What follows belongs to an exercise in optimizing a design on an open flow for small area, a short achievable clock period and few clock cycles; a production flow would make more cautious choices. Only simulation tests tie the RTL to the original design; equivalence was not proved. Power and IR drop assume default switching activity.

$ cat design/flow/run.sh
#!/bin/bash
# synth_recipe.tcl (not shown) runs the flow's synth.tcl, then flattens the netlist and writes it again
# the make line also repeats each setting of config.mk as NAME=value (left out here)
make -C /OpenROAD-flow-scripts/flow DESIGN_CONFIG=/design/flow/config.mk WORK_HOME=/design/flow/orfs CLKGATE_MAP_FILE= SYNTH_SCRIPT=/design/flow/synth_recipe.tcl finish
$ cat design/flow/config.mk
export PLATFORM = sky130hd
export DESIGN_NAME = tr1_bitcodec
export DESIGN_NICKNAME = tr1_bitcodec
export VERILOG_FILES = /design/flow/design.v
export SDC_FILE = /design/flow/constraint.sdc
export NUM_CORES = 4
export LEC_CHECK = 0
export ABC_AREA = 1
export CAP_MARGIN = 20
export CORE_MARGIN = 2
export CORE_UTILIZATION = 55
export SETUP_SLACK_MARGIN = 5
export SLEW_MARGIN = 20
$ cat design/flow/constraint.sdc
create_clock -name core_clock -period 8.0 [get_ports {clk}]
set_input_delay 1.6000 -clock core_clock [delete_from_list [all_inputs] [get_ports {clk}]]
set_output_delay 1.6000 -clock core_clock [all_outputs]
set_load 0.01 [all_outputs]
$ cat design/flow/design.v
module tr1_bitcodec (
    input  wire        clk,
    input  wire        rst,         
    input  wire        bus_en,      
    input  wire        bus_we,      
    input  wire [1:0]  bus_space,   
    input  wire [5:0]  bus_addr,    
    input  wire [31:0] bus_wdata,
    output reg  [31:0] bus_rdata,   
    output wire        busy         
);
    localparam W    = 8;                  
    localparam LW   = (W == 8) ? 3 : 4;   
    localparam NW   = 256 / W;            
    localparam AW   = 8 - LW;             
    localparam HG   = (W + 6) / 7;        
    localparam HENC = 7 * W / 4;          
    localparam KMAX = (HENC > 16) ? HENC : 16;    
    localparam CW   = W + KMAX + W;       
    localparam [31:0] CRC_POLY    = 32'h04C11DB7;
    localparam [31:0] CRC_RESIDUE = 32'hC704DD7B;    
    localparam [7:0]  FLAG        = 8'b0111_1110;    
    localparam [2:0] K_CHUNK  = 3'd0;
    localparam [2:0] K_TRL1   = 3'd1;
    localparam [2:0] K_TRL2   = 3'd2;
    localparam [2:0] K_EFLAG  = 3'd3;
    localparam [2:0] K_BUBBLE = 3'd4;
    localparam [2:0] K_WAIT   = 3'd5;
    localparam [2:0] K_SFLAG  = 3'd6;
    localparam [2:0] K_RL1    = 3'd7;
    integer j, t, m, a, b, w;
    reg [255:0] in_bits;    
    reg [255:0] out_bits;
    reg [31:0]  in_blen;
    reg [8:0]   out_blen;
    reg         busy_r;
    reg         err_r;
    reg [3:0]   code_r;
    assign busy = busy_r;
    wire host_wr = bus_en & bus_we & ~busy_r;
    wire [8:0] L = in_blen[8:0];
    wire signed [9:0] Ls = {1'b0, L};
    reg [2:0]    kph;           
    reg          op_bst, op_crc, op_ham, op_var;    
    reg          cnt_pass;      
    reg [LW-1:0] sh;            
    reg [AW:0]   rp;            
    reg [W-1:0]  raw_q;         
    reg [W-1:0]  prevraw;       
    reg [W-1:0]  in_q;          
    reg signed [9:0] rem;       
    reg [31:0]   crc;
    reg [2:0]    run;           
    reg          pend;          
    reg [5:0]    hbuf;          
    reg [2:0]    hcnt;          
    reg [KMAX-1:0] nb_q;        
    reg [5:0]    nk_q;          
    reg          fin_q;         
    reg          cl_q;          
    reg          flush_q;       
    reg [W-1:0]  acc;           
    reg [LW-1:0] f;             
    reg [AW:0]   wp;            
    wire [AW-1:0] rd_word = busy_r ? rp[AW-1:0] : bus_addr[4:LW-3];
    reg  [W-1:0]  in_word;
    reg  [7:0]    out_oct;
    function [7:0] mux32x8(input [255:0] v, input [4:0] sel);
        reg [127:0] l1;
        reg [63:0]  l2;
        reg [31:0]  l3;
        reg [15:0]  l4;
        integer q;
        begin
            for (q = 0; q < 16; q = q + 1) l1[8*q +: 8] = sel[0] ? v[16*q+8 +: 8] : v[16*q +: 8];
            for (q = 0; q < 8; q = q + 1)  l2[8*q +: 8] = sel[1] ? l1[16*q+8 +: 8] : l1[16*q +: 8];
            for (q = 0; q < 4; q = q + 1)  l3[8*q +: 8] = sel[2] ? l2[16*q+8 +: 8] : l2[16*q +: 8];
            for (q = 0; q < 2; q = q + 1)  l4[8*q +: 8] = sel[3] ? l3[16*q+8 +: 8] : l3[16*q +: 8];
            mux32x8 = sel[4] ? l4[15:8] : l4[7:0];
        end
    endfunction
    always @(*) begin
        in_word = mux32x8(in_bits, rd_word);
        out_oct = mux32x8(out_bits, bus_addr[4:0]);
    end
    wire [7:0] in_oct = (W == 8) ? in_word[7:0] : (bus_addr[0] ? in_word[W-1:W-8] : in_word[7:0]);
    function [W-1:0] funnel(input [W-1:0] cur, input [W-1:0] prv, input [LW-1:0] n);
        reg [2*W-1:0] cat;
        begin
            cat = {cur, prv} >> (W - n);
            funnel = cat[W-1:0];
        end
    endfunction
    function [W-1:0] tmask(input signed [9:0] r);
        integer q;
        begin
            for (q = 0; q < W; q = q + 1)
                tmask[q] = (r > q);
        end
    endfunction
    function [W-1:0] tmask_next(input signed [9:0] r);
        integer q;
        begin
            for (q = 0; q < W; q = q + 1)
                tmask_next[q] = (r > q + W);
        end
    endfunction
    wire [W-1:0] chunk_in = funnel(raw_q, prevraw, sh);
    wire [LW:0] vcnt = (rem >= W) ? W : (rem <= 10'sd0) ? 0 : rem[LW:0];
    wire [5:0]  vcnt_p1 = vcnt + 1'b1;
    wire [5:0]  vcnt_p2 = vcnt + 2'd2;
    wire [5:0]  vcnt_m1 = vcnt - 1'b1;
    wire [5:0]  vcnt_m2 = vcnt - 2'd2;
    wire last_chunk = (op_ham & op_var) ? (rem <= 10'sd0) : (rem <= W);
    wire [W-1:0] xw = in_q;
    function [31:0] crc_start(input [3:0] v);
        case (v)
            4'd0:  crc_start = 32'hffffffff;
            4'd1:  crc_start = 32'hfd9f7124;
            4'd2:  crc_start = 32'h7ecfb892;
            4'd3:  crc_start = 32'h3f67dc49;
            4'd4:  crc_start = 32'h9dd360ff;
            4'd5:  crc_start = 32'hcc893ea4;
            4'd6:  crc_start = 32'h66449f52;
            4'd7:  crc_start = 32'h33224fa9;
            4'd8:  crc_start = 32'h9bf1a90f;
            4'd9:  crc_start = 32'hcf985a5c;
            4'd10: crc_start = 32'h67cc2d2e;
            4'd11: crc_start = 32'h33e61697;
            4'd12: crc_start = 32'h9b938590;
            4'd13: crc_start = 32'h4dc9c2c8;
            4'd14: crc_start = 32'h26e4e164;
            default: crc_start = 32'h137270b2;
        endcase
    endfunction
    function [31:0] crc_step(input [31:0] r, input [W-1:0] d);
        integer k;
        reg [31:0] c;
        reg tt;
        begin
            c = r;
            for (k = 0; k < W; k = k + 1) begin
                tt = c[31] ^ d[k];
                c = {c[30:0], 1'b0} ^ (tt ? CRC_POLY : 32'd0);
            end
            crc_step = c;
        end
    endfunction
    wire [LW-1:0] crc_v = 0 - L[LW-1:0];
    wire signed [LW:0] crc_vs = {1'b0, crc_v};
    wire [31:0]   crc_next = crc_step(crc, xw);
    function ones(input [W-1:0] x, input integer lo, input integer hi);   
        integer q;
        begin
            ones = 1'b1;
            for (q = 0; q < W; q = q + 1)
                if (q >= lo && q <= hi) ones = ones & x[q];
        end
    endfunction
    reg [4:0] r0hot;
    always @(*) begin
        for (j = 0; j < 5; j = j + 1)
            r0hot[j] = (run == j);
    end
    reg [W-1:0] c4;
    reg [4:0]   rout_hot;
    always @(*) begin
        for (j = 0; j < W; j = j + 1) begin
            c4[j] = ones(xw, 0, j - 1) & r0hot[(4 - (j % 5) + 5) % 5];
            for (t = 4; t < W; t = t + 5)
                if (j - t - 1 >= 0)
                    c4[j] = c4[j] | (ones(xw, j - t, j - 1) & ~xw[j - t - 1]);
        end
        for (m = 0; m < 5; m = m + 1) begin
            rout_hot[m] = ones(xw, 0, W - 1) & r0hot[(m + 5 - (W % 5)) % 5];
            for (t = 0; t < W; t = t + 1)
                if (t % 5 == m)
                    rout_hot[m] = rout_hot[m] | (ones(xw, W - t, W - 1) & ~xw[W - 1 - t]);
        end
    end
    wire [2:0] run_out = rout_hot[1] ? 3'd1 : rout_hot[2] ? 3'd2 : rout_hot[3] ? 3'd3 :
                         rout_hot[4] ? 3'd4 : 3'd0;
    wire [W-1:0] s = xw & c4;                  
    function [2*W+1:0] sparse_count(input [W-1:0] v);
        reg [W:0] g1, g2;
        integer q, p;
        begin
            for (q = 0; q <= W; q = q + 1) begin
                g1[q] = 1'b0;
                g2[q] = 1'b0;
                for (p = 0; p < q; p = p + 1) begin
                    g1[q] = g1[q] | v[p];
                    if (p >= 5)
                        g2[q] = g2[q] | (v[p] & (|(v & ((1 << (p - 4)) - 1))));
                end
            end
            sparse_count = {g2, g1};
        end
    endfunction
    localparam EW = W + 2;                     
    wire [2*W+1:0] scnt = sparse_count(s);
    wire [W:0]     sg1 = scnt[W:0];
    wire [W:0]     sg2 = scnt[2*W+1:W+1];
    reg  [EW-1:0]  enc_bits;
    always @(*) begin
        for (j = 0; j < EW; j = j + 1) begin
            enc_bits[j] = 1'b0;
            if (j < W)
                enc_bits[j] = enc_bits[j] | (xw[j] & ~sg1[j]);
            if (j >= 1 && j - 1 < W)
                enc_bits[j] = enc_bits[j] | (xw[j - 1] & sg1[j - 1] & ~sg2[j - 1]);
            if (j >= 2 && j - 2 < W)
                enc_bits[j] = enc_bits[j] | (xw[j - 2] & sg2[j - 2]);
        end
    end
    wire [1:0] enc_ns = {1'b0, sg1[W]} + {1'b0, sg2[W]};
    wire [W-1:0]   vmask = tmask(rem);
    wire [W-1:0]   drop = vmask & ~xw & {s[W-2:0], pend};
    wire [2*W+1:0] dcnt = sparse_count(drop);
    wire [W:0]     dg1 = dcnt[W:0];
    wire [W:0]     dg2 = dcnt[2*W+1:W+1];
    reg  [W-1:0]   dec_bits;
    always @(*) begin
        for (j = 0; j < W; j = j + 1) begin
            dec_bits[j] = xw[j] & ~dg1[j];
            if (j + 1 < W)
                dec_bits[j] = dec_bits[j] | (xw[j + 1] & dg1[j + 1] & ~dg2[j + 1]);
            if (j + 2 < W)
                dec_bits[j] = dec_bits[j] | (xw[j + 2] & dg2[j + 2]);
        end
    end
    wire [1:0] dec_nd = {1'b0, dg1[W]} + {1'b0, dg2[W]};
    function [6:0] ham_enc(input [3:0] d);    
        ham_enc = { d[3], d[2], d[1], d[1] ^ d[2] ^ d[3], d[0], d[0] ^ d[2] ^ d[3], d[0] ^ d[1] ^ d[3] };
    endfunction
    function [3:0] ham_dec(input [6:0] r);    
        reg [2:0] sy;
        begin
            sy[0] = r[0] ^ r[2] ^ r[4] ^ r[6];
            sy[1] = r[1] ^ r[2] ^ r[5] ^ r[6];
            sy[2] = r[3] ^ r[4] ^ r[5] ^ r[6];
            ham_dec = { r[6] ^ (sy == 3'd7), r[5] ^ (sy == 3'd6), r[4] ^ (sy == 3'd5), r[2] ^ (sy == 3'd3) };
        end
    endfunction
    reg [HENC-1:0] henc_bits;
    always @(*) begin
        for (j = 0; j < W / 4; j = j + 1)
            henc_bits[7 * j +: 7] = ham_enc(xw[4 * j +: 4]);
    end
    wire [2:0]  henc_ng = (vcnt + 3) >> 2;
    wire [5:0]  henc_k = {henc_ng, 3'b000} - {3'b000, henc_ng};
    wire [W+11:0] hu = ({12'd0, xw} << hcnt) | {{(W+6){1'b0}}, hbuf & ((6'd1 << hcnt) - 6'd1)};
    wire          hfull = ({1'b0, hcnt} + W >= 7 * HG);
    reg  [4*HG-1:0] hdec_bits;
    always @(*) begin
        for (j = 0; j < HG; j = j + 1)
            hdec_bits[4 * j +: 4] = ham_dec(hu[7 * j +: 7]);
    end
    wire signed [9:0] hc = {7'd0, hcnt};
    reg  [2:0] hdec_nv;
    always @(*) begin
        hdec_nv = 3'd0;
        for (j = 0; j < HG; j = j + 1)
            if ((hfull || j < HG - 1) && ((7 * j) - hc < rem))
                hdec_nv = hdec_nv + 3'd1;
    end
    wire [5:0]  hbuf_n = hfull ? hu[7 * HG +: 6] : hu[7 * (HG - 1) +: 6];
    wire [2:0]  hcnt_n = hfull ? hcnt + W - 7 * HG : hcnt + W - 7 * (HG - 1);
    wire [31:0] crc_out = ~crc;
    reg  [15:0] crc_half;                      
    always @(*) begin
        for (j = 0; j < 16; j = j + 1)
            crc_half[j] = (kph == K_TRL1) ? crc_out[31 - j] : crc_out[15 - j];
    end
    reg [KMAX-1:0] nb;
    reg [5:0]  nk;
    reg        pv, fin;
    always @(*) begin
        nb  = {KMAX{1'b0}};
        nk  = 6'd0;
        pv  = 1'b0;
        fin = 1'b0;
        case (kph)
        K_CHUNK: begin
            pv = 1'b1;
            if (op_crc) begin
                nb[W-1:0] = xw;
                nk = (op_var && rem < 32 + W) ? 6'd0 : W;
                fin = last_chunk & op_var;
            end else if (op_bst) begin
                if (op_var) begin
                    nb[W-1:0] = dec_bits;
                    nk = dg2[W] ? vcnt_m2 : dg1[W] ? vcnt_m1 : vcnt;
                    fin = last_chunk;
                end else begin
                    nb[EW-1:0] = enc_bits;
                    nk = sg2[W] ? vcnt_p2 : sg1[W] ? vcnt_p1 : vcnt;
                end
            end else begin
                if (op_var) begin
                    nb[4*HG-1:0] = hdec_bits;
                    nk = {1'b0, hdec_nv, 2'b00};
                end else begin
                    nb[HENC-1:0] = henc_bits;
                    nk = henc_k;
                end
                fin = last_chunk;
            end
        end
        K_TRL1: begin
            pv = 1'b1;
            nb[15:0] = crc_half;
            nk = 6'd16;
        end
        K_TRL2: begin
            pv = 1'b1;
            nb[15:0] = crc_half;
            nk = 6'd16;
            fin = 1'b1;
        end
        K_SFLAG: begin
            pv = 1'b1;
            nb[7:0] = FLAG;
            nk = 6'd8;
        end
        K_EFLAG: begin
            pv = 1'b1;
            nb[7:0] = FLAG;
            nk = 6'd8;
            fin = 1'b1;
        end
        default: ;
        endcase
    end
    wire            p_fin = flush_q | fin_q;
    wire [KMAX-1:0] p_nb  = nb_q;
    wire [5:0]      p_nk  = nk_q;
    reg  [W-1:0]    fmask;
    always @(*) begin
        for (j = 0; j < W; j = j + 1)
            fmask[j] = (j < f);
    end
    wire [CW-1:0] comb = ({{(CW-KMAX){1'b0}}, p_nb} << f) | {{(CW-W){1'b0}}, acc & fmask};
    wire [5:0]    pn = f + p_nk;               
    wire          ge1w = |pn[5:LW];                     
    wire          ge2w = |pn[5:LW+1];                   
    wire          we0 = ge1w | (p_fin & (pn[LW-1:0] != 0));
    wire          we1 = ge2w | (p_fin & ge1w & (pn != W));
    wire          need_flush = p_fin & ge2w & (pn != 2 * W);
    wire [W-1:0]  slot_e = wp[0] ? comb[2*W-1:W] : comb[W-1:0];
    wire [W-1:0]  slot_o = wp[0] ? comb[W-1:0]   : comb[2*W-1:W];
    wire [AW:0]   wp1 = wp + 1'b1;
    wire          wr_en = busy_r & ~cnt_pass;
    wire [8:0]    olen_n = {wp, f} + p_nk;
    wire [AW:0]   wp2 = wp + 2'd2;
    always @(posedge clk) begin
        for (a = 0; a < 32; a = a + 1)
            if (host_wr && bus_space == 2'd1 && bus_addr == a)
                for (b = 0; b < 8; b = b + 1)
                    in_bits[8 * a + b] <= bus_wdata[7 - b];
    end
    always @(posedge clk) begin
        for (w = 0; w < NW; w = w + 1) begin
            if (wr_en && ((w == wp && we0) || (w == wp1 && we1)))
                out_bits[W * w +: W] <= (w % 2 == 0) ? slot_e : slot_o;
        end
    end
    reg [7:0] in_oct_r, out_oct_r;
    always @(*) begin
        for (b = 0; b < 8; b = b + 1) begin
            in_oct_r[7 - b]  = in_oct[b];
            out_oct_r[7 - b] = out_oct[b];
        end
    end
    always @(posedge clk) begin
        bus_rdata <= 32'd0;
        case (bus_space)
            2'd0: begin
                case (bus_addr)
                    6'd1:    bus_rdata <= {24'd0, code_r, 2'b00, err_r, busy_r};
                    6'd2:    bus_rdata <= in_blen;
                    6'd4:    bus_rdata <= {23'd0, out_blen};
                    default: bus_rdata <= 32'd0;
                endcase
            end
            2'd1:    bus_rdata <= {24'd0, in_oct_r};
            2'd2:    bus_rdata <= {24'd0, out_oct_r};
            default: bus_rdata <= 32'd0;
        endcase
    end
    wire cmd_wr = host_wr && bus_space == 2'd0 && bus_addr == 6'd0;
    wire [7:0] wlo = bus_wdata[7:0];
    wire w_hi0 = (bus_wdata[31:8] == 24'd0);
    wire w_bst = (wlo[7:1] == 7'h18);
    wire w_crc = (wlo[7:1] == 7'h20);
    wire w_ham = (wlo[7:1] == 7'h28);
    wire w_var = wlo[0];
    wire legal = w_hi0 & (w_bst | w_crc | w_ham);
    wire in_range = (in_blen <= 32'd256);
    wire ovf = (w_crc & ~w_var & (L > 9'd224)) | (w_ham & ~w_var & (L > 9'd144));
    wire empty_now = (w_crc & w_var & (L < 9'd32)) | (w_bst & w_var & (L < 9'd16)) |
                     (w_ham & (L == 9'd0));
    wire [LW-1:0] sh_idle = w_crc ? crc_v : (w_bst & w_var) ? (8 % W) : 0;
    wire [W-1:0]  lmask = tmask(Ls);
    always @(posedge clk) begin
        if (rst) begin
            in_blen  <= 32'd0;
            out_blen <= 9'd0;
            busy_r   <= 1'b0;
            err_r    <= 1'b0;
            code_r   <= 4'd0;
        end else if (!busy_r) begin
            op_bst   <= w_bst;
            op_crc   <= w_crc;
            op_ham   <= w_ham;
            op_var   <= w_var;
            sh       <= sh_idle;
            rp       <= (w_bst & ~w_var) ? 1 : 2;
            raw_q    <= (w_bst & ~w_var) ? in_bits[W-1:0] : in_bits[2*W-1:W];
            in_q     <= funnel(in_bits[W-1:0], {W{1'b0}}, sh_idle) & (w_crc ? {W{1'b1}} : lmask);
            prevraw  <= in_bits[W-1:0];
            crc      <= crc_start(crc_v);
            run      <= 3'd0;
            pend     <= 1'b0;
            hbuf     <= 6'd0;
            hcnt     <= 3'd0;
            rem      <= (w_bst & w_var) ? Ls - 10'sd16 :
                        w_crc ? Ls + crc_vs : Ls;
            cnt_pass <= w_bst & ~w_var & (L > 9'd200);
            kph      <= (w_bst & w_var) ? K_BUBBLE :
                        (w_bst & ~w_var) ? K_SFLAG :
                        (L == 9'd0) ? K_TRL1 : K_CHUNK;
            cl_q     <= 1'b0;
            flush_q  <= 1'b0;
            nk_q     <= 6'd0;
            fin_q    <= 1'b0;
            acc      <= {W{1'b0}};
            f        <= w_crc ? L[LW-1:0] : 0;
            wp       <= (w_crc && L[LW-1:0] != 0) ? {(AW+1){1'b1}} : 0;
            if (host_wr && bus_space == 2'd0 && bus_addr == 6'd2)
                in_blen <= bus_wdata;
            if (cmd_wr) begin
                if (!legal)
                    code_r <= 4'd1;
                else if (!in_range)
                    code_r <= 4'd3;
                else if (ovf)
                    code_r <= 4'd4;
                else if (empty_now) begin
                    code_r   <= 4'd0;
                    err_r    <= w_crc;
                    out_blen <= 9'd0;
                end else
                    busy_r <= 1'b1;
            end
        end else begin
            nb_q  <= nb;
            nk_q  <= nk;
            fin_q <= fin & ~cnt_pass;
            cl_q  <= (kph == K_CHUNK) & last_chunk & cnt_pass;
            case (kph)
            K_BUBBLE: begin
                rp      <= rp + 1'b1;
                in_q    <= chunk_in & tmask(rem);
                prevraw <= raw_q;
                raw_q   <= in_word;
                kph     <= K_CHUNK;
            end
            K_SFLAG: begin
                rp      <= rp + 1'b1;
                in_q    <= chunk_in & tmask(rem);
                prevraw <= raw_q;
                raw_q   <= in_word;
                kph     <= (L == 9'd0) ? K_EFLAG : K_CHUNK;
            end
            K_RL1: begin
                rp      <= rp + 1'b1;
                raw_q   <= in_word;
                kph     <= K_SFLAG;
            end
            K_CHUNK: begin
                rp      <= rp + 1'b1;
                in_q    <= chunk_in & tmask_next(rem);
                prevraw <= raw_q;
                raw_q   <= in_word;
                rem     <= rem - W;
                crc     <= crc_next;
                run     <= run_out;
                pend    <= s[W - 1];
                hbuf    <= hbuf_n;
                hcnt    <= hcnt_n;
                if (last_chunk)
                    kph <= cnt_pass ? K_WAIT : (op_crc & ~op_var) ? K_TRL1 :
                           (op_bst & ~op_var) ? K_EFLAG : K_WAIT;
            end
            K_TRL1:  kph <= K_TRL2;
            K_TRL2:  kph <= K_WAIT;
            K_EFLAG: kph <= K_WAIT;
            default: ;
            endcase
            flush_q <= 1'b0;
            if (ge2w) begin
                acc <= comb[3*W-1:2*W];
                wp  <= wp2;
            end else if (ge1w) begin
                acc <= comb[2*W-1:W];
                wp  <= wp1;
            end else
                acc <= comb[W-1:0];
            f <= pn[LW-1:0];
            if (cl_q) begin
                if (olen_n > 9'd248) begin
                    code_r <= 4'd4;
                    busy_r <= 1'b0;
                end
                cnt_pass <= 1'b0;
                acc      <= {W{1'b0}};
                f        <= 0;
                wp       <= 0;
                kph      <= K_RL1;
                rp       <= 0;
                rem      <= Ls;
                run      <= 3'd0;
            end
            if (p_fin) begin
                if (need_flush)
                    flush_q <= 1'b1;
                else begin
                    busy_r   <= 1'b0;
                    code_r   <= 4'd0;
                    err_r    <= op_crc & op_var & (crc != CRC_RESIDUE);
                    out_blen <= olen_n;
                end
            end
        end
    end
endmodule
==> results.rst, run 1 <==
.. list-table::
   :header-rows: 1

   * - Metric
     - Value
   * - Worst path slowest cell
     - sky130_fd_sc_hd__nand4_1
   * - Worst clock skew
     - 63.3 ps
   * - Global Route Usage Sum
     - 38.1%
   * - Result of the run
     - no timing/DRC/antenna violations
   * - WL per Instance
     - 27.3 µm
   * - Estimated wirelength of the detail-placed design
     - 83,200 µm
   * - Max transition margin
     - 17.3%
   * - Number of enable-type register cells in the synthesized netlist
     - 648
   * - Multi-input combinational cell area
     - 16,300 µm²
   * - DIE WIDTH
     - 263 µm
   * - Antenna Violating Nets Remaining
     - 0
   * - Hold Crit Class
     - flop to flop
   * - DRC marker count from the first detailed-route iteration
     - 4,943
   * - Hold violation total from the final report
     - 0
   * - Overall die height
     - 263 µm
   * - Cells after Synth
     - 3,859
   * - Finished layout cell area
     - 47,200 µm²
   * - Final total negative setup slack
     - 0 ps
   * - DRC violation count after routing
     - 0
   * - Number of warnings reported in the yosys synthesis log
     - 1
   * - Max-cap violations
     - 0
   * - Async SR Flop Fraction
     - 0%
   * - Top Family by Delay on Critical Path
     - simple AND/OR/NAND/NOR gates
   * - Routed wire length
     - 139,000 µm
   * - Fraction of final layout cells sized beyond drive strength 1
     - 22.4%
   * - Fillcell total
     - 4,827
   * - Drt first pass iters
     - 6
   * - Post-synth net total
     - 3,970
   * - Initial antenna violation count
     - 3
   * - Leak Pwr
     - 17.3 nW
   * - Global placement routability congestion
     - 0.982
   * - Max Fclk
     - 0.273 GHz
   * - Master cell of the clock root buffer
     - sky130_fd_sc_hd__clkbuf_16
   * - Final setup violation count
     - 0
   * - Routed vias
     - 33.4k
   * - Most used flip-flop cell after synthesis
     - sky130_fd_sc_hd__edfxtp_1
   * - Power Dens Cells
     - 189 nW/µm²
   * - Total core area
     - 66,900 µm²
   * - Element type at the critical path start
     - input pin
   * - RSZ-0062 raised after global routing
     - yes
   * - CP required
     - 8550 ps
   * - Min Tclk post-route
     - 3660 ps
   * - Total overflow reported by the global router
     - 0
   * - Number of unique standard cell types used by synthesis
     - 72
   * - I/O pins
     - 77
   * - Worst path bufs/invs
     - 5
   * - Post-layout net count
     - 4,270
   * - Via-per-instance ratio
     - 6.56
   * - Clock tree from TritonCTS
     - yes
   * - Worst slew pin tran
     - 1240 ps
   * - Maximum number of pins on one net before global-route repair
     - 104
   * - Floorplan row count
     - 95
   * - Clock transition at the registers of the reported paths
     - 60 ps
   * - Clock Path Buffers
     - 3
   * - FF+latch area
     - 21,100 µm²
   * - Global-route wire length before repair
     - 198,000 µm
   * - Worst setup path category
     - input pin to flop
   * - Cell area after placement
     - 38,900 µm²
   * - VDD IR-drop max
     - 0.243 mV
   * - Post-Synthesis Mean Instance Area
     - 9.58 µm²
   * - Total of buffers placed on input and output ports
     - 76
   * - Clk Latency, worst-skew pair
     - 670 ps
   * - CP Cell Sequence
     - buf_6 -> inv_2 -> nand4_1 -> nor3_2 -> nand4_1 -> a31oi_2 -> nand2_1 -> nand2_1 -> inv_2 -> nor2_4 -> nand2_4 -> clkinvlp_4 -> buf_6 -> nor2_4 -> a21oi_2
   * - Largest stage delay on the critical path
     - 520 ps
   * - Arrival time at the worst endpoint
     - 4210 ps
   * - Register bit count reported by yosys
     - 727
   * - Sequential area share after synthesis
     - 56.9%
   * - DIE AREA
     - 69,300 µm²
   * - TritonCTS sink count
     - 727
   * - Element type at the critical path end
     - flop
   * - Mapped cell area
     - 37,000 µm²
   * - Layout overhead on the synthesized area
     - 27.6%
   * - Number of levels in the clock H-tree
     - 3
   * - Largest fanout of any net on the critical path
     - 5
   * - Initial core utilization
     - 55.3%
   * - Max Slew Vio Count
     - 0
   * - Period utilization
     - 45.7%
   * - Vias in the first global route
     - 31.3k
   * - Number of buffers added by the clock tree synthesis step
     - 79
[worst min-delay path, cell delays in order, from the launching register on]
cell                      delay, ps
sky130_fd_sc_hd__dfxtp_1        320
sky130_fd_sc_hd__nand2_1         70
sky130_fd_sc_hd__nor2_1          40
[state kept, by name (all words and copies together), names as in the netlist, 5 cells and up]
name and flops:
in_bits 256, out_bits 256, bus_rdata 32, crc 32, in_blen 32, nb_q 16
rem 10, out_blen 9, in_q 8, prevraw 8, raw_q 8, acc 7
hbuf 6, nk_q 6, wp 6, rp 5
[repair_timing]
action | in CTS | in global routing
setup buffers | 175 | 87
hold buffers | 0 | 0
hold endpoints to repair | 0 | 0
cloned | 28 | 8
gates resized for setup | 468 | 252
pin swaps | 104 | 121
endpoints found under the setup margin | 733 | 625
[path summary, 6_finish.rpt]
check	slack [ps]	depth (start not counted)	to	start
setup / recovery	4340	15	out_blen[1]$_SDFFE_PP0P_	bus_wdata[22]
hold / removal	450	2	bus_rdata[15]$_SDFF_PN0_	in_blen[15]$_SDFFE_PP0P_
setup reg to reg	4710	17	out_blen[1]$_SDFFE_PP0P_	in_blen[0]$_SDFFE_PP0P_
hold reg to reg	450	2	bus_rdata[15]$_SDFF_PN0_	in_blen[15]$_SDFFE_PP0P_
[metal layers]
metal / vias to the layer above / GRT usage (%) / share of wire, %
met3: 479 / 11.1 / 14
met2: 2477 / 56.0 / 43
met4: 2 / 15.3 / 4.8
met1: 16077 / 53.2 / 38
li1: 14410 / - / -
met5: - / 0 / 0.0094
[logic make-up after synthesis]
group / count (synthesis) / synth area share, %
compound gates: 910 / 14.7
fa+ha+maj: 67 / 2.29
flops: 727 / 56.9
simple gates: 1566 / 18.1
xor+xnor: 94 / 2.51
buf+inv: 490 / 5.38
mux: 5 / 0.135
[final cells by class]
cell class,count,share of cell area (%)
Inverter,280,2.66
Timing Repair Buffer,417,10.2
Multi-Input combinational cell,2647,34.6
Sequential cell,727,44.6
Timing Repair inverter,7,0.133
Clock buffer,99,4.39
Tap cell,873,2.32
Clock inverter,47,1.11
Antenna cell,1,0.00530
[synthesized netlist by cell type, drive strengths merged, types with 4 or more instances]
| cell | n | area share [%] |
|---|---|---|
| nor4 | 19 | 0.32 |
| xnor2 | 29 | 0.92 |
| clkinv | 6 | 0.061 |
| clkbuf | 136 | 1.4 |
| inv | 274 | 2.8 |
| dfxtp | 79 | 4.3 |
| nand3 | 286 | 3.9 |
| xor2 | 65 | 1.6 |
| o211ai | 35 | 0.71 |
| o22ai | 36 | 0.61 |
| nor3 | 81 | 1.2 |
| buf | 74 | 1.1 |
| mux2i | 5 | 0.14 |
| a31oi | 89 | 1.5 |
| o221ai | 54 | 1.3 |
| a22oi | 67 | 1.4 |
| a211oi | 26 | 0.53 |
| a221oi | 8 | 0.19 |
| edfxtp | 648 | 53 |
| or2 | 15 | 0.25 |
| o31ai | 8 | 0.18 |
| nand2 | 678 | 6.9 |
| a21oi | 160 | 2.2 |
| ha | 66 | 2.2 |
| nand3b | 5 | 0.10 |
| a32oi | 4 | 0.095 |
| o21ai | 395 | 5.4 |
| nand4 | 30 | 0.55 |
| nor2 | 446 | 4.7 |
[placed cells by master, fill, tap and decap left out, types with 20 or more instances in the layout]
cell and instances:
sky130_fd_sc_hd__nand3_1 261, sky130_fd_sc_hd__buf_6 47, sky130_fd_sc_hd__dfxtp_1 74, sky130_fd_sc_hd__nand4_1 29, sky130_fd_sc_hd__buf_12 60, sky130_fd_sc_hd__nand2_2 45
sky130_fd_sc_hd__a21oi_4 25, sky130_fd_sc_hd__a22oi_1 63, sky130_fd_sc_hd__nor2_1 382, sky130_fd_sc_hd__ha_4 23, sky130_fd_sc_hd__a31oi_1 78, sky130_fd_sc_hd__nand3_2 20
sky130_fd_sc_hd__dlygate4sd2_1 31, sky130_fd_sc_hd__ha_1 39, sky130_fd_sc_hd__nor2_4 42, sky130_fd_sc_hd__inv_2 37, sky130_fd_sc_hd__buf_4 213, sky130_fd_sc_hd__nor3_1 41
sky130_fd_sc_hd__a21oi_1 115, sky130_fd_sc_hd__nand2_1 611, sky130_fd_sc_hd__inv_1 200, sky130_fd_sc_hd__o211ai_1 35, sky130_fd_sc_hd__clkbuf_16 87, sky130_fd_sc_hd__o21ai_1 68
sky130_fd_sc_hd__a211oi_1 25, sky130_fd_sc_hd__nor3_4 31, sky130_fd_sc_hd__o221ai_1 49, sky130_fd_sc_hd__a21oi_2 20, sky130_fd_sc_hd__o21ai_2 31, sky130_fd_sc_hd__edfxtp_1 648
sky130_fd_sc_hd__o21ai_0 288, sky130_fd_sc_hd__o22ai_1 33, sky130_fd_sc_hd__inv_4 22, sky130_fd_sc_hd__nor2_2 24, sky130_fd_sc_hd__xor2_1 59
[through the flow]
| step | cells | total power, W | hold slack [ps] | setup WS (ps) | util, % |
|---|---|---|---|---|---|
| after global placement | 4651 | 0.00500 | 433 | 2920 | 58.1 |
| after global routing | 5097 | 0.00911 | 484 | 4270 | 70.5 |
| after detailed placement | 4652 | 0.00502 | 453 | 2900 | 58.2 |
| after CTS | 5001 | 0.00877 | 448 | 4700 | 67.6 |
| final | 5098 | 0.00891 | 447 | 4340 | 70.5 |
| after floorplan | 3859 | 0.00473 | 417 | 4590 | - |
[power by group]
group | switching (W) | total, W | internal (W)
registers | 0.0000256 | 0.00419 | 0.00416
clock network | 0.00162 | 0.00370 | 0.00207
logic | 0.000683 | 0.00102 | 0.000338
Testbench counts, summed over its fixed seeds: cycles 16,813.
==> run 2, diff against run 1 <==
==> design/flow/flow/run.sh (new file) <==
#!/bin/bash
# The standard layout (standard.sh), with one change: ABC maps the synthesized
# logic with the area script in flow/abc_area.script (ABC's &nf mapper after
# &dch) instead of ORFS's map-based area script. Registers are mapped before
# ABC runs, so they are the standard synthesis's.
set -euo pipefail
rm -rf scripts_abc
mkdir scripts_abc
cp -rL "$FLOW_HOME/scripts/." scripts_abc/
cp flow/abc_area.script scripts_abc/abc_area.script
export SCRIPTS_DIR="$PWD/scripts_abc"
bash standard.sh > standard.log 2>&1
==> design/flow/flow/abc_area.script (new file) <==
strash
&get -n
&fraig -x
&put
scorr
dc2
strash
&get -n
&dch -f
&nf {D}
&put
==> design/flow/standard.sh (new file) <==
#!/bin/bash
# synth_recipe.tcl (not shown) runs the flow's synth.tcl, then flattens the netlist and writes it again
# the make line also repeats each setting of config.mk as NAME=value (left out here)
make -C /OpenROAD-flow-scripts/flow DESIGN_CONFIG=/design/flow/config.mk WORK_HOME=/design/flow/orfs CLKGATE_MAP_FILE= SYNTH_SCRIPT=/design/flow/synth_recipe.tcl "${@:-finish}"
removed: design/flow/run.sh
==> results.rst, run 2 <==
.. list-table::
   :header-rows: 1

   * - Metric
     - Value
   * - Estimated wirelength of the detail-placed design
     - 69,400 µm
   * - Cell Count Post-Placement
     - 4,009
   * - Floorplan row count
     - 92
   * - Arrival time at the worst endpoint
     - 3780 ps
   * - DRC violation count after routing
     - 0
   * - Clock transition at the registers of the reported paths
     - 60 ps
   * - Top Family by Delay on Critical Path
     - XOR/XNOR gates
   * - Global-route wire length before repair
     - 184,000 µm
   * - Max Fclk
     - 0.289 GHz
   * - Max-cap violations
     - 0
   * - Number of unique standard cell types used by synthesis
     - 68
   * - Max Slew Vio Count
     - 0
   * - Final total negative setup slack
     - 0 ps
   * - Initial antenna violation count
     - 2
   * - WL per Instance
     - 29.0 µm
   * - Most common cell in the synthesized netlist
     - sky130_fd_sc_hd__edfxtp_1
   * - DRC marker count from the first detailed-route iteration
     - 4,790
   * - Proportion of netlist area held by the largest area contributor
     - 55.8%
   * - Number of non-filler instances in the completed layout
     - 4,568
   * - Leading cell types by total area after synthesis
     - sky130_fd_sc_hd__edfxtp_1, sky130_fd_sc_hd__o21ai_0, sky130_fd_sc_hd__dfxtp_1
   * - CP required
     - 8320 ps
   * - Routed vias
     - 31.5k
   * - VDD IR-drop max
     - 0.202 mV
   * - Total core area
     - 62,900 µm²
   * - TritonCTS sink count
     - 727
   * - Largest fanout of any net on the critical path
     - 4
   * - Start point of the worst hold path
     - in_blen[21]$_SDFFE_PP0P_
   * - Fraction of final layout cells sized beyond drive strength 1
     - 30.3%
   * - Overall die height
     - 256 µm
   * - Setup WS post-layout
     - 4540 ps
   * - Number of enable-type register cells in the synthesized netlist
     - 648
   * - Register bit count reported by yosys
     - 727
   * - Power share of the clock group
     - 40.5%
   * - Worst clock skew
     - 45.0 ps
   * - Mapped cell area
     - 34,800 µm²
   * - Cells after Synth
     - 3,030
   * - Initial core utilization
     - 55.4%
   * - Biggest registers after layout
     - in_bits (256), out_bits (256)
   * - Total overflow reported by the global router
     - 0
   * - Worst path bufs/invs
     - 3
   * - Total of buffers placed on input and output ports
     - 76
   * - Async SR Flop Fraction
     - 0%
   * - Via-per-instance ratio
     - 6.89
   * - ANT cells
     - 0
   * - Number of levels in the clock H-tree
     - 3
   * - Period utilization
     - 43.2%
   * - Largest area contributor in the netlist
     - sky130_fd_sc_hd__edfxtp_1
   * - Max transition margin
     - 10.2%
   * - Start point of the critical path
     - hcnt[1]$_SDFFCE_PN0P_
   * - Global placement routability congestion
     - 0.967
   * - Clk Latency, worst-skew pair
     - 660 ps
   * - Top library cells by usage in the layout, fill and taps aside
     - sky130_fd_sc_hd__edfxtp_1, sky130_fd_sc_hd__buf_4, sky130_fd_sc_hd__nor2_1
   * - Hold Crit Class
     - flop to flop
   * - Maximum number of pins on one net before global-route repair
     - 49
   * - Number of buffers added by the clock tree synthesis step
     - 76
   * - Number of warnings reported in the yosys synthesis log
     - 1
   * - Sequential area share after synthesis
     - 60.4%
   * - Worst slew pin tran
     - 1350 ps
   * - Element type at the critical path end
     - flop
   * - Clock tree from TritonCTS
     - yes
   * - Routed wire length
     - 132,000 µm
   * - Post-layout net count
     - 3,769
   * - Result of the run
     - no timing/DRC/antenna violations
   * - Hold violation total from the final report
     - 0
   * - Hold buffer count at cts
     - 0
   * - Post-Synthesis Mean Instance Area
     - 11.5 µm²
   * - Element type at the critical path start
     - flop
   * - Power Dens Cells
     - 183 nW/µm²
   * - I/O pins
     - 77
   * - Switching share of power
     - 25.7%
   * - Antenna Violating Nets Remaining
     - 0
   * - Largest stage delay on the critical path
     - 490 ps
   * - Proportion of power drawn by combinational gates
     - 12.3%
   * - Start of the worst register-to-register path
     - hcnt[1]$_SDFFCE_PN0P_
   * - Final setup violation count
     - 0
   * - Most common cell after layout, fill and taps aside
     - sky130_fd_sc_hd__edfxtp_1
   * - Sequential share of power
     - 47.2%
   * - Setup Slack @ Placement
     - 2730 ps
   * - Worst setup path category
     - flop to flop
   * - Drt first pass iters
     - 9
   * - Leak Pwr
     - 16.8 nW
   * - Global Route Usage Sum
     - 37.0%
   * - Worst path slowest cell
     - sky130_fd_sc_hd__xnor3_2
   * - Min Tclk post-route
     - 3460 ps
   * - CP Cell Sequence
     - clkinv_4 -> ha_4 -> ha_4 -> clkinv_4 -> ha_4 -> clkinv_4 -> xnor2_2 -> a2bb2oi_2 -> xnor3_2 -> xnor2_2 -> nand2b_4 -> o21ai_1 -> o22ai_2 -> o21ai_2 -> o221ai_2 -> nand3_1
   * - P_sw
     - 0.00228 W
   * - Top cells by instance count after synthesis
     - sky130_fd_sc_hd__edfxtp_1, sky130_fd_sc_hd__o21ai_0, sky130_fd_sc_hd__nor2_1
   * - Total internal power
     - 0.00660 W
   * - Layout overhead on the synthesized area
     - 39.2%
   * - Post-synth net total
     - 3,141
   * - Most used flip-flop cell after synthesis
     - sky130_fd_sc_hd__edfxtp_1
   * - RSZ-0062 raised after global routing
     - yes
   * - DIE WIDTH
     - 256 µm
   * - Clock Path Buffers
     - 3
   * - Vias in the first global route
     - 29.4k
   * - Master cell of the clock root buffer
     - sky130_fd_sc_hd__clkbuf_16
   * - DIE AREA
     - 65,400 µm²
## run 2: cell count changes after synthesis, moves of 59 or more
cell / previous run / this run
sky130_fd_sc_hd__clkbuf_1: 136 / 0
sky130_fd_sc_hd__nand2_1: 674 / 269
sky130_fd_sc_hd__nand3_1: 282 / 111
sky130_fd_sc_hd__inv_1: 256 / 0
sky130_fd_sc_hd__a31oi_1: 89 / 26
sky130_fd_sc_hd__nor2_1: 432 / 295
sky130_fd_sc_hd__a22oi_1: 67 / 126
sky130_fd_sc_hd__a21oi_1: 158 / 255
## run 2: power groups by stage
stage,combinational [W],sequential (W),clock [W]
floorplan,0.000400,0.00427,0
global route,0.00114,0.00419,0.00375
finish,0.00110,0.00419,0.00360
CTS,0.000903,0.00419,0.00358
global placement,0.000673,0.00428,0
detailed placement,0.000686,0.00428,0
## run 2: per-stage QoR
stage	hold slack, ps	total power (W)	cell area, µm²	utilization [%]
6_report	473	0.00888	48500	77.2
5_1_grt	493	0.00908	48500	77.2
4_1_cts	470	0.00867	46000	73.1
3_5_place_dp	461	0.00496	38200	60.8
3_3_place_gp	455	0.00495	38200	60.8
2_1_floorplan	429	0.00467	35900	-
## run 2: cell families (layout without fill, tap and decap cells)
family                   after synthesis  in the layout  synth area share [%]
AO/OA/AOI/OAI                       1013           1014                  17.8
AND/OR/NAND/NOR                      950            957                  12.6
flip-flops                           727            727                  60.4
XOR/XNOR                             121            121                  3.12
multiplexers                          88             90                  3.05
adder cells (fa/ha/maj)               67             67                  2.43
buffers and inverters                 64            746                 0.689
## run 2: what timing repair did
item	4_1_cts	5_1_grt
setup endpoints to repair	779	507
gates resized for setup	596	320
gates cloned	26	14
setup buffers	276	100
pin swaps	176	183
## run 2: layer usage
| metal | wire [µm] | part of all wire [%] | GRT usage, % | up-vias |
|---|---|---|---|---|
| li1 | - | - | - | 13206 |
| met1 | 48200 | 36 | 50.6 | 15345 |
| met2 | 60200 | 45 | 57.2 | 2442 |
| met3 | 17000 | 13 | 8.54 | 480 |
| met4 | 6980 | 5.3 | 15.6 | 2 |
| met5 | 13 | 0.0098 | 0 | - |
## run 2: cell type report
class / instances / area, µm²
sequential: 727 / 21000
tap: 846 / 1060
multi-input combinational: 2249 / 17500
clock inverter: 35 / 398
timing repair buffer: 540 / 6100
clock buffer: 107 / 2120
fill: 3855 / 14400
inverter: 64 / 294
## run 2: final timing paths
check	end	slack (ps)	cells after the start
setup reg to reg	nb_q[3]$_SDFFCE_PP0P_	4540	16
setup / recovery	nb_q[3]$_SDFFCE_PP0P_	4540	16
hold / removal	in_blen[21]$_SDFFE_PP0P_	470	2
hold reg to reg	in_blen[21]$_SDFFE_PP0P_	470	2
## run 2: worst register-to-register path, cell delays in order (launching register included)
cell                        delay (ps)
sky130_fd_sc_hd__edfxtp_1          440
sky130_fd_sc_hd__clkinv_4          110
sky130_fd_sc_hd__ha_4              190
sky130_fd_sc_hd__ha_4              170
sky130_fd_sc_hd__clkinv_4           60
sky130_fd_sc_hd__ha_4              130
sky130_fd_sc_hd__clkinv_4           60
sky130_fd_sc_hd__xnor2_2           150
sky130_fd_sc_hd__a2bb2oi_2         190
sky130_fd_sc_hd__xnor3_2           490
sky130_fd_sc_hd__xnor2_2           210
sky130_fd_sc_hd__nand2b_4          170
sky130_fd_sc_hd__o21ai_1            90
sky130_fd_sc_hd__o22ai_2           240
sky130_fd_sc_hd__o21ai_2            80
sky130_fd_sc_hd__o221ai_2          240
sky130_fd_sc_hd__nand3_1           120
==> run 3, diff against run 2 <==
--- a/design/flow/design.v
+++ b/design/flow/design.v
@@ -45,2 +45,4 @@
     reg          cnt_pass;      
+    reg          legal_q;       
+    reg          chk_q;         
     reg [LW-1:0] sh;            
@@ -399,5 +401,5 @@
     wire in_range = (in_blen <= 32'd256);
-    wire ovf = (w_crc & ~w_var & (L > 9'd224)) | (w_ham & ~w_var & (L > 9'd144));
-    wire empty_now = (w_crc & w_var & (L < 9'd32)) | (w_bst & w_var & (L < 9'd16)) |
-                     (w_ham & (L == 9'd0));
+    wire ovf = (op_crc & ~op_var & (L > 9'd224)) | (op_ham & ~op_var & (L > 9'd144));
+    wire empty_now = (op_crc & op_var & (L < 9'd32)) | (op_bst & op_var & (L < 9'd16)) |
+                     (op_ham & (L == 9'd0));
     wire [LW-1:0] sh_idle = w_crc ? crc_v : (w_bst & w_var) ? (8 % W) : 0;
@@ -441,16 +443,6 @@
                 in_blen <= bus_wdata;
-            if (cmd_wr) begin
-                if (!legal)
-                    code_r <= 4'd1;
-                else if (!in_range)
-                    code_r <= 4'd3;
-                else if (ovf)
-                    code_r <= 4'd4;
-                else if (empty_now) begin
-                    code_r   <= 4'd0;
-                    err_r    <= w_crc;
-                    out_blen <= 9'd0;
-                end else
-                    busy_r <= 1'b1;
-            end
+            legal_q  <= legal;
+            chk_q    <= 1'b1;
+            if (cmd_wr)
+                busy_r <= 1'b1;
         end else begin
@@ -533,2 +525,20 @@
                 end
+            end
+            chk_q <= 1'b0;
+            if (chk_q) begin
+                if (!legal_q) begin
+                    code_r <= 4'd1;
+                    busy_r <= 1'b0;
+                end else if (!in_range) begin
+                    code_r <= 4'd3;
+                    busy_r <= 1'b0;
+                end else if (ovf) begin
+                    code_r <= 4'd4;
+                    busy_r <= 1'b0;
+                end else if (empty_now) begin
+                    code_r   <= 4'd0;
+                    err_r    <= op_crc;
+                    out_blen <= 9'd0;
+                    busy_r   <= 1'b0;
+                end
             end
--- a/design/flow/config.mk
+++ b/design/flow/config.mk
@@ -11,3 +11,4 @@
 export CORE_UTILIZATION = 55
-export SETUP_SLACK_MARGIN = 5
+export SETUP_SLACK_MARGIN = 4.4
 export SLEW_MARGIN = 20
+export TNS_END_PERCENT = 0
==> results.rst, run 3 <==
.. list-table::
   :header-rows: 1

   * - Metric
     - Value
   * - Result of the run
     - no timing/DRC/antenna violations
   * - Maximum number of pins on one net before global-route repair
     - 70
   * - Clock tree from TritonCTS
     - yes
   * - DRC violation count after routing
     - 0
   * - Top Family by Delay on Critical Path
     - compound AO/OA/AOI/OAI gates
   * - Max-cap violations
     - 0
   * - Antenna Violating Nets Remaining
     - 0
   * - Max Fclk
     - 0.262 GHz
   * - Max transition margin
     - 23.0%
   * - TritonCTS sink count
     - 729
   * - VDD IR-drop max
     - 0.212 mV
   * - Post-synth net total
     - 3,136
   * - Fillcell total
     - 4,869
   * - Period utilization
     - 47.6%
   * - Max Slew Vio Count
     - 0
   * - Post-layout net count
     - 3,440
   * - Clock transition at the registers of the reported paths
     - 60 ps
   * - Start point of the critical path
     - bus_addr[4]
   * - Setup Slack @ Placement
     - 2310 ps
   * - Total core area
     - 63,000 µm²
   * - Worst setup path category
     - input pin to flop
   * - Cells after Synth
     - 3,025
   * - Sequential area share after synthesis
     - 60.3%
   * - Vias in the first global route
     - 26.4k
   * - Global Route Usage Sum
     - 32.5%
   * - Routed wire length
     - 110,000 µm
   * - Floorplan row count
     - 92
   * - Total overflow reported by the global router
     - 0
   * - Start of the worst register-to-register path
     - rem[7]$_DFFE_PP_
   * - Leak Pwr
     - 13.7 nW
   * - Start point of the worst hold path
     - out_blen[1]$_SDFFE_PP0P_
   * - Largest stage delay on the critical path
     - 780 ps
   * - Final total negative setup slack
     - 0 ps
   * - Worst path bufs/invs
     - 2
   * - Number of buffers added by the clock tree synthesis step
     - 78
   * - DIE AREA
     - 65,700 µm²
   * - Layout overhead on the synthesized area
     - 18.9%
   * - Global-route wire length before repair
     - 163,000 µm
   * - DIE WIDTH
     - 256 µm
   * - Clk Latency, worst-skew pair
     - 640 ps
   * - Worst clock skew
     - 31.3 ps
   * - Number of non-filler instances in the completed layout
     - 4,238
   * - Number of enable-type register cells in the synthesized netlist
     - 650
   * - Worst slew pin tran
     - 1150 ps
   * - Top library cells by usage in the layout, fill and taps aside
     - sky130_fd_sc_hd__edfxtp_1, sky130_fd_sc_hd__o21ai_0, sky130_fd_sc_hd__nor2_1
   * - Overall die height
     - 256 µm
   * - Finished Core Util
     - 66.1%
   * - Setup WS post-layout
     - 4190 ps
   * - Fraction of final layout cells sized beyond drive strength 1
     - 12.5%
   * - Proportion of netlist area held by the largest area contributor
     - 55.7%
   * - Global placement routability congestion
     - 0.980
   * - Total Power
     - 0.00854 W
   * - Worst path slowest cell
     - sky130_fd_sc_hd__mux2_1
   * - Element type at the critical path start
     - input pin
   * - Number of levels in the clock H-tree
     - 3
   * - Most used flip-flop cell after synthesis
     - sky130_fd_sc_hd__edfxtp_1
   * - Number of unique standard cell types used by synthesis
     - 68
   * - Via-per-instance ratio
     - 6.59
   * - Hold Crit Class
     - flop to flop
   * - RSZ-0062 raised after global routing
     - yes
   * - Master cell of the clock root buffer
     - sky130_fd_sc_hd__clkbuf_16
   * - I/O pins
     - 77
   * - Final setup violation count
     - 0
   * - Hold violation total from the final report
     - 0
   * - Async SR Flop Fraction
     - 0%
   * - Register bit count reported by yosys
     - 729
   * - Largest area contributor in the netlist
     - sky130_fd_sc_hd__edfxtp_1
   * - Clock Path Buffers
     - 3
   * - Top cells by instance count after synthesis
     - sky130_fd_sc_hd__edfxtp_1, sky130_fd_sc_hd__nor2_1, sky130_fd_sc_hd__o21ai_0
   * - Initial antenna violation count
     - 2
   * - CP required
     - 8360 ps
   * - Routed vias
     - 27.9k
   * - Leading cell types by total area after synthesis
     - sky130_fd_sc_hd__edfxtp_1, sky130_fd_sc_hd__dfxtp_1, sky130_fd_sc_hd__o21ai_0
   * - Element type at the critical path end
     - flop
   * - Drt first pass iters
     - 6
   * - Biggest registers after layout
     - in_bits (256), out_bits (256)
   * - Total of buffers placed on input and output ports
     - 76
   * - Hold buffer count at cts
     - 0
   * - ANT cells
     - 0
   * - Most common cell after layout, fill and taps aside
     - sky130_fd_sc_hd__edfxtp_1
   * - Mapped cell area
     - 35,000 µm²
   * - Arrival time at the worst endpoint
     - 4170 ps
   * - Initial core utilization
     - 55.6%
   * - WL per Instance
     - 25.8 µm
   * - Number of warnings reported in the yosys synthesis log
     - 1
   * - Min Tclk post-route
     - 3810 ps
   * - Largest fanout of any net on the critical path
     - 21
   * - CP Cell Sequence
     - clkdlybuf4s50_1 -> buf_4 -> mux2_1 -> o21ai_0 -> o21ai_1 -> o211ai_1
   * - Cell Count Post-Placement
     - 4,026
   * - DRC marker count from the first detailed-route iteration
     - 3,377
   * - Post-Synthesis Mean Instance Area
     - 11.6 µm²
   * - Most common cell in the synthesized netlist
     - sky130_fd_sc_hd__edfxtp_1
   * - Estimated wirelength of the detail-placed design
     - 70,800 µm
   * - Power Dens Cells
     - 205 nW/µm²
run 3: logic make-up (layout without fill, tap and decap cells):
family | count (synthesis) | in the layout | share of synthesized area, %
flops | 729 | 729 | 60.3
mux | 96 | 98 | 3.44
fa+ha+maj | 67 | 67 | 2.42
buf+inv | 68 | 432 | 0.729
xor+xnor | 130 | 130 | 3.25
simple gates | 941 | 942 | 12.4
compound gates | 994 | 994 | 17.5
run 3: timing repair:
item / in CTS / in global routing
pin swaps: 4 / 18
setup endpoints to repair: 574 / 450
cloned: 2 / 3
gates resized for setup: 135 / 93
buffers inserted: 12 / 52
run 3: final cells by class:
type,count,area (µm²),share of cell area [%]
clock buffers,98,2070,4.97
clock inverters,45,448,1.08
inverters,68,278,0.667
multi-input cells,2231,14600,35.2
flip-flops and latches,729,21100,50.7
well taps,846,1060,2.54
repair buffers,221,2040,4.90
run 3: metal layers:
layer / track usage, % / part of all wire (%) / vias to the layer above / wire [µm]
met5: 0 / 0.011 / - / 12
met4: 10.3 / 2.8 / 2 / 3090
met3: 6.04 / 9.6 / 217 / 10500
met2: 49.8 / 46 / 1435 / 50400
met1: 47.1 / 42 / 13764 / 45500
li1: - / - / 12490 / -
run 3: worst reg2reg max path: stages, from the launching register on:
cell and delay (ps):
sky130_fd_sc_hd__edfxtp_1 490, sky130_fd_sc_hd__nor4_4 470, sky130_fd_sc_hd__nand4_1 340, sky130_fd_sc_hd__and2_0 330, sky130_fd_sc_hd__nand3_2 190, sky130_fd_sc_hd__clkinv_1 160
sky130_fd_sc_hd__ha_1 250, sky130_fd_sc_hd__a311o_1 280, sky130_fd_sc_hd__nand2_1 170, sky130_fd_sc_hd__ha_1 200, sky130_fd_sc_hd__nor2_1 60, sky130_fd_sc_hd__xor2_1 130
sky130_fd_sc_hd__o21ai_0 90, sky130_fd_sc_hd__a31oi_1 210, sky130_fd_sc_hd__nor2_1 70
run 3: final timing paths:
check	slack [ps]	endpoint	depth (start not counted)
worst max register to register	4320	nk_q[4]$_SDFFCE_PN0N_	14
worst max-delay path	4190	raw_q[2]$_DFFE_PP_	6
worst min register to register	460	out_blen[1]$_SDFFE_PP0P_	2
worst min-delay path	460	out_blen[1]$_SDFFE_PP0P_	2
run 3: metrics by stage:
stage | hold WS (ps) | area [µm²]
after detailed placement | 452 | 37600
after global placement | 449 | 37600
after global routing | 479 | 41600
after CTS | 460 | 40800
after floorplan | 432 | 35100
final | 459 | 41600
run 3: where the power goes:
| part | internal, W | total [W] | switching [W] |
|---|---|---|---|
| logic | 0.000254 | 0.000769 | 0.000515 |
| clock network | 0.00202 | 0.00357 | 0.00155 |
| registers | 0.00417 | 0.00420 | 0.0000306 |
| total | 0.00645 | 0.00854 | 0.00210 |
Testbench counts of run 3, summed over its fixed seeds: cycles 16,814.
==> run 4, diff against run 3 <==
==> design/flow/run.sh (new file) <==
#!/bin/bash
# synth_recipe.tcl (not shown) runs the flow's synth.tcl, then flattens the netlist and writes it again
# the make line also repeats each setting of config.mk as NAME=value (left out here)
make -C /OpenROAD-flow-scripts/flow DESIGN_CONFIG=/design/flow/config.mk WORK_HOME=/design/flow/orfs CLKGATE_MAP_FILE= SYNTH_SCRIPT=/design/flow/synth_recipe.tcl finish
removed: design/flow/flow/run.sh
removed: design/flow/flow/abc_area.script
removed: design/flow/standard.sh
==> results.rst, run 4 <==
.. list-table::
   :header-rows: 1

   * - Metric
     - Value
   * - Worst slew pin tran
     - 1120 ps
   * - Global routing met3 resource utilization
     - 5.15%
   * - Floorplan row count
     - 95
   * - Proportion of netlist area held by the largest area contributor
     - 52.6%
   * - Post-layout net count
     - 4,069
   * - Xor/xnor share of the synthesized area
     - 2.21%
   * - Worst clock skew
     - 52.8 ps
   * - Global Route Usage Sum
     - 33.3%
   * - TritonCTS sink count
     - 729
   * - Proportion of power drawn by combinational gates
     - 9.4%
   * - Synthesized-area fraction occupied by ao, oa, aoi and oai cells
     - 15.3%
   * - Largest stage delay on the critical path
     - 530 ps
   * - Share of synthesized cell area in and, or, nand and nor gates
     - 17.6%
   * - Element type at the critical path end
     - flop
   * - Vias in the first global route
     - 28.7k
   * - Master cell of the clock root buffer
     - sky130_fd_sc_hd__clkbuf_16
   * - Number of buffers added by the clock tree synthesis step
     - 78
   * - Mux contribution to synthesized area
     - 0.162%
   * - DRC marker count from the first detailed-route iteration
     - 3,865
   * - Cell area after placement
     - 38,700 µm²
   * - Top cells by instance count after synthesis
     - sky130_fd_sc_hd__nand2_1, sky130_fd_sc_hd__edfxtp_1, sky130_fd_sc_hd__o21ai_0
   * - ANT cells
     - 0
   * - Global routing met2 resource utilization
     - 53.2%
   * - Hold buffer count at cts
     - 0
   * - DIE WIDTH
     - 264 µm
   * - Fraction of the mapped netlist area in adder cells
     - 2.28%
   * - Mapped cell area
     - 37,100 µm²
   * - Power share of the clock group
     - 41.9%
   * - Post-Synthesis Mean Instance Area
     - 9.57 µm²
   * - Leak Pwr
     - 15.5 nW
   * - Overall die height
     - 264 µm
   * - Largest area contributor in the netlist
     - sky130_fd_sc_hd__edfxtp_1
   * - Start of the worst register-to-register path
     - busy_r$_SDFF_PP0_
   * - Arrival time at the worst endpoint
     - 4230 ps
   * - Setup slack of the worst register-to-register path
     - 4370 ps
   * - Clk Latency, worst-skew pair
     - 660 ps
   * - Most used flip-flop cell after synthesis
     - sky130_fd_sc_hd__edfxtp_1
   * - WL per Instance
     - 24.4 µm
   * - Largest fanout of any net on the critical path
     - 50
   * - Power Dens Cells
     - 202 nW/µm²
   * - Hold Crit Class
     - flop to flop
   * - Post-synth net total
     - 3,985
   * - Element type at the critical path start
     - input pin
   * - Result of the run
     - no timing/DRC/antenna violations
   * - Async SR Flop Fraction
     - 0%
   * - Total of buffers placed on input and output ports
     - 76
   * - Clock transition at the registers of the reported paths
     - 60 ps
   * - Most frequent cell on the critical path
     - sky130_fd_sc_hd__buf_12
   * - Number of enable-type register cells in the synthesized netlist
     - 650
   * - Finished layout cell area
     - 42,900 µm²
   * - Clock tree from TritonCTS
     - yes
   * - Drt first pass iters
     - 6
   * - Antenna Violating Nets Remaining
     - 0
   * - Hold violation total from the final report
     - 0
   * - Initial antenna violation count
     - 1
   * - Final total negative setup slack
     - 0 ps
   * - Clock Path Buffers
     - 3
   * - Min Tclk post-route
     - 3700 ps
   * - GRT met1 Usage
     - 46.6%
   * - Maximum number of pins on one net before global-route repair
     - 70
   * - Layout overhead on the synthesized area
     - 15.8%
   * - RSZ-0062 raised after global routing
     - yes
   * - Length in cells of the worst reg-to-reg path
     - 8
   * - I/O pins
     - 77
   * - Routed wire length
     - 120,000 µm
   * - Top library cells by usage in the layout, fill and taps aside
     - sky130_fd_sc_hd__nand2_1, sky130_fd_sc_hd__edfxtp_1, sky130_fd_sc_hd__o21ai_0
   * - DIE AREA
     - 69,500 µm²
   * - CP endpoint
     - bus_rdata[7]$_SDFF_PN0_
   * - Number of stages on the worst setup path
     - 11
   * - CP required
     - 8520 ps
   * - Initial core utilization
     - 55.4%
   * - Number of warnings reported in the yosys synthesis log
     - 1
   * - P_sw
     - 0.00221 W
   * - Most common cell in the synthesized netlist
     - sky130_fd_sc_hd__nand2_1
   * - Switching share of power
     - 25.5%
   * - Busiest grt layer
     - met2
   * - Fraction of final layout cells sized beyond drive strength 1
     - 11.8%
   * - Top Family by Delay on Critical Path
     - compound AO/OA/AOI/OAI gates
   * - Number of levels in the clock H-tree
     - 3
   * - Leading cell types by total area after synthesis
     - sky130_fd_sc_hd__edfxtp_1, sky130_fd_sc_hd__nand2_1, sky130_fd_sc_hd__o21ai_0
   * - Setup Slack @ Placement
     - 2670 ps
   * - Finished Core Util
     - 64.2%
   * - Sequential share of power
     - 48.6%
   * - Max transition margin
     - 25.6%
   * - Sequential area share after synthesis
     - 56.9%
   * - Max-cap violations
     - 0
   * - Start point of the critical path
     - bus_addr[1]
   * - Biggest registers after layout
     - in_bits (256), out_bits (256)
   * - VDD IR-drop max
     - 0.197 mV
   * - Max Fclk
     - 0.270 GHz
   * - Estimated wirelength of the detail-placed design
     - 79,000 µm
   * - Worst R2R End
     - rp[2]$_SDFFCE_PN0P_
   * - Total overflow reported by the global router
     - 0
   * - Cells after Synth
     - 3,874
   * - DRC violation count after routing
     - 0
   * - Setup WS post-layout
     - 4300 ps
   * - Most common cell after layout, fill and taps aside
     - sky130_fd_sc_hd__nand2_1
   * - Via-per-instance ratio
     - 6.26
   * - Worst path slowest cell
     - sky130_fd_sc_hd__nor3_1
   * - Global-route wire length before repair
     - 177,000 µm
   * - Number of unique standard cell types used by synthesis
     - 71
   * - Register bit count reported by yosys
     - 729
   * - Worst path bufs/invs
     - 4
   * - Period utilization
     - 46.3%
   * - Routed vias
     - 30.6k
   * - Worst setup path category
     - input pin to flop
   * - CP Cell Sequence
     - buf_2 -> buf_8 -> buf_12 -> nor2_4 -> buf_12 -> a22oi_1 -> a31oi_1 -> nor3_1 -> a221oi_1 -> a21oi_1 -> nand2_1
   * - Max Slew Vio Count
     - 0
   * - Combinational family with the most area after synthesis
     - simple AND/OR/NAND/NOR gates
   * - Global placement routability congestion
     - 0.958
   * - Total internal power
     - 0.00645 W
   * - Total core area
     - 66,900 µm²
   * - Final setup violation count
     - 0
run 4: worst min-delay path by stage:
stage                                         from                  endpoint  depth (start not counted)
after floorplan             code_r[2]$_SDFFE_PP0P_    code_r[2]$_SDFFE_PP0P_                          2
after global placement      code_r[2]$_SDFFE_PP0P_    code_r[2]$_SDFFE_PP0P_                          2
after detailed placement    code_r[2]$_SDFFE_PP0P_    code_r[2]$_SDFFE_PP0P_                          2
after CTS                   code_r[2]$_SDFFE_PP0P_    code_r[2]$_SDFFE_PP0P_                          2
after global routing      in_blen[12]$_SDFFE_PP0P_  bus_rdata[12]$_SDFF_PN0_                          2
final                       code_r[2]$_SDFFE_PP0P_    code_r[2]$_SDFFE_PP0P_                          2
run 4: power groups by stage:
stage | registers (W) | logic, W | clock network [W]
floorplan | 0.00427 | 0.000465 | 0
global placement | 0.00430 | 0.000722 | 0
detailed placement | 0.00430 | 0.000733 | 0
CTS | 0.00421 | 0.000767 | 0.00366
global route | 0.00421 | 0.000882 | 0.00380
finish | 0.00421 | 0.000816 | 0.00363
run 4: cells by family (layout without fill, tap and decap cells):
logic type                 Yosys count  in the layout
AOI/OAI and AO/OA                  961            961
xor gates and xnor gates            86             86
adders and majority gates           67             67
buffers and inverters              518            664
DFF                                729            729
muxes                                6              6
and+or+nand+nor                   1507           1509
run 4: per-stage QoR:
stage               instances  hold slack [ps]  power (W)
finish                   4895              456    0.00866
CTS                      4864              458    0.00864
detailed placement       4686              446    0.00503
floorplan                3874              426    0.00474
global route             4895              488    0.00890
global placement         4685              442    0.00502
run 4: timing repair:
item	CTS	global route
gates cloned	5	6
pin swaps	10	15
resized for setup	107	116
endpoints found under the hold margin	0	0
buffers inserted	29	25
setup endpoints to repair	594	546
run 4: area by class of cell:
class                      instances  area [µm²]
fill                            5335       24000
sequential                       729       21100
multi-input combinational       2629       14800
timing repair buffer             198        2130
clock buffer                      95        2070
inverter                         319        1270
tap                              873        1090
clock inverter                    49         509
timing repair inverter             3        20.0
run 4: layer usage:
metal / part of all wire [%] / up-vias
met5: 0 / -
met3: 9.9 / 257
met1: 40 / 14698
met2: 46 / 1727
met4: 3.8 / 0
li1: - / 13956
run 4: worst min-delay path: cells and delay by family, from the launching register on:
family,cells,cell delay (ps)
simple gates,2,110
flops,1,310

re-timing with driven ports:
No port has a modelled driver above. Below, the same layouts with a new extraction and two added sets of constraints.
Step 1 (the two cells are an assumption about what drives the block):
set clk [get_ports {clk}]
set_driving_cell -lib_cell sky130_fd_sc_hd__clkbuf_16 $clk
set_driving_cell -lib_cell sky130_fd_sc_hd__buf_2 [delete_from_list [all_inputs] $clk]
Step 2, shift: input delay + t, output delay - t, t = (earliest + latest rising clock arrival at the registers) / 2. This alone moves slack from input paths to output paths.
Slacks: ideal ports / drivers / drivers and shift; pairs: ideal ports / drivers.
run	t, ns	setup slack, ns	worst setup path after step 2	worst data-port slew with drivers (ns)	pins driven straight from the clock port
run 1	0.712	4.343 / 4.379 / 3.668	input to register	0.14	1
run 2	0.706	4.545 / 4.545 / 4.026	input to register	0.07	1
run 3	0.690	4.190 / 4.208 / 3.538	input to register	0.10	1
run 4	0.696	4.296 / 4.328 / 3.632	input to register	0.09	1
After both steps setup and hold are still met in every run listed. The setup slack of run 1, which loses most, moves by +0.036 ns with the drivers and by -0.675 ns with both steps.
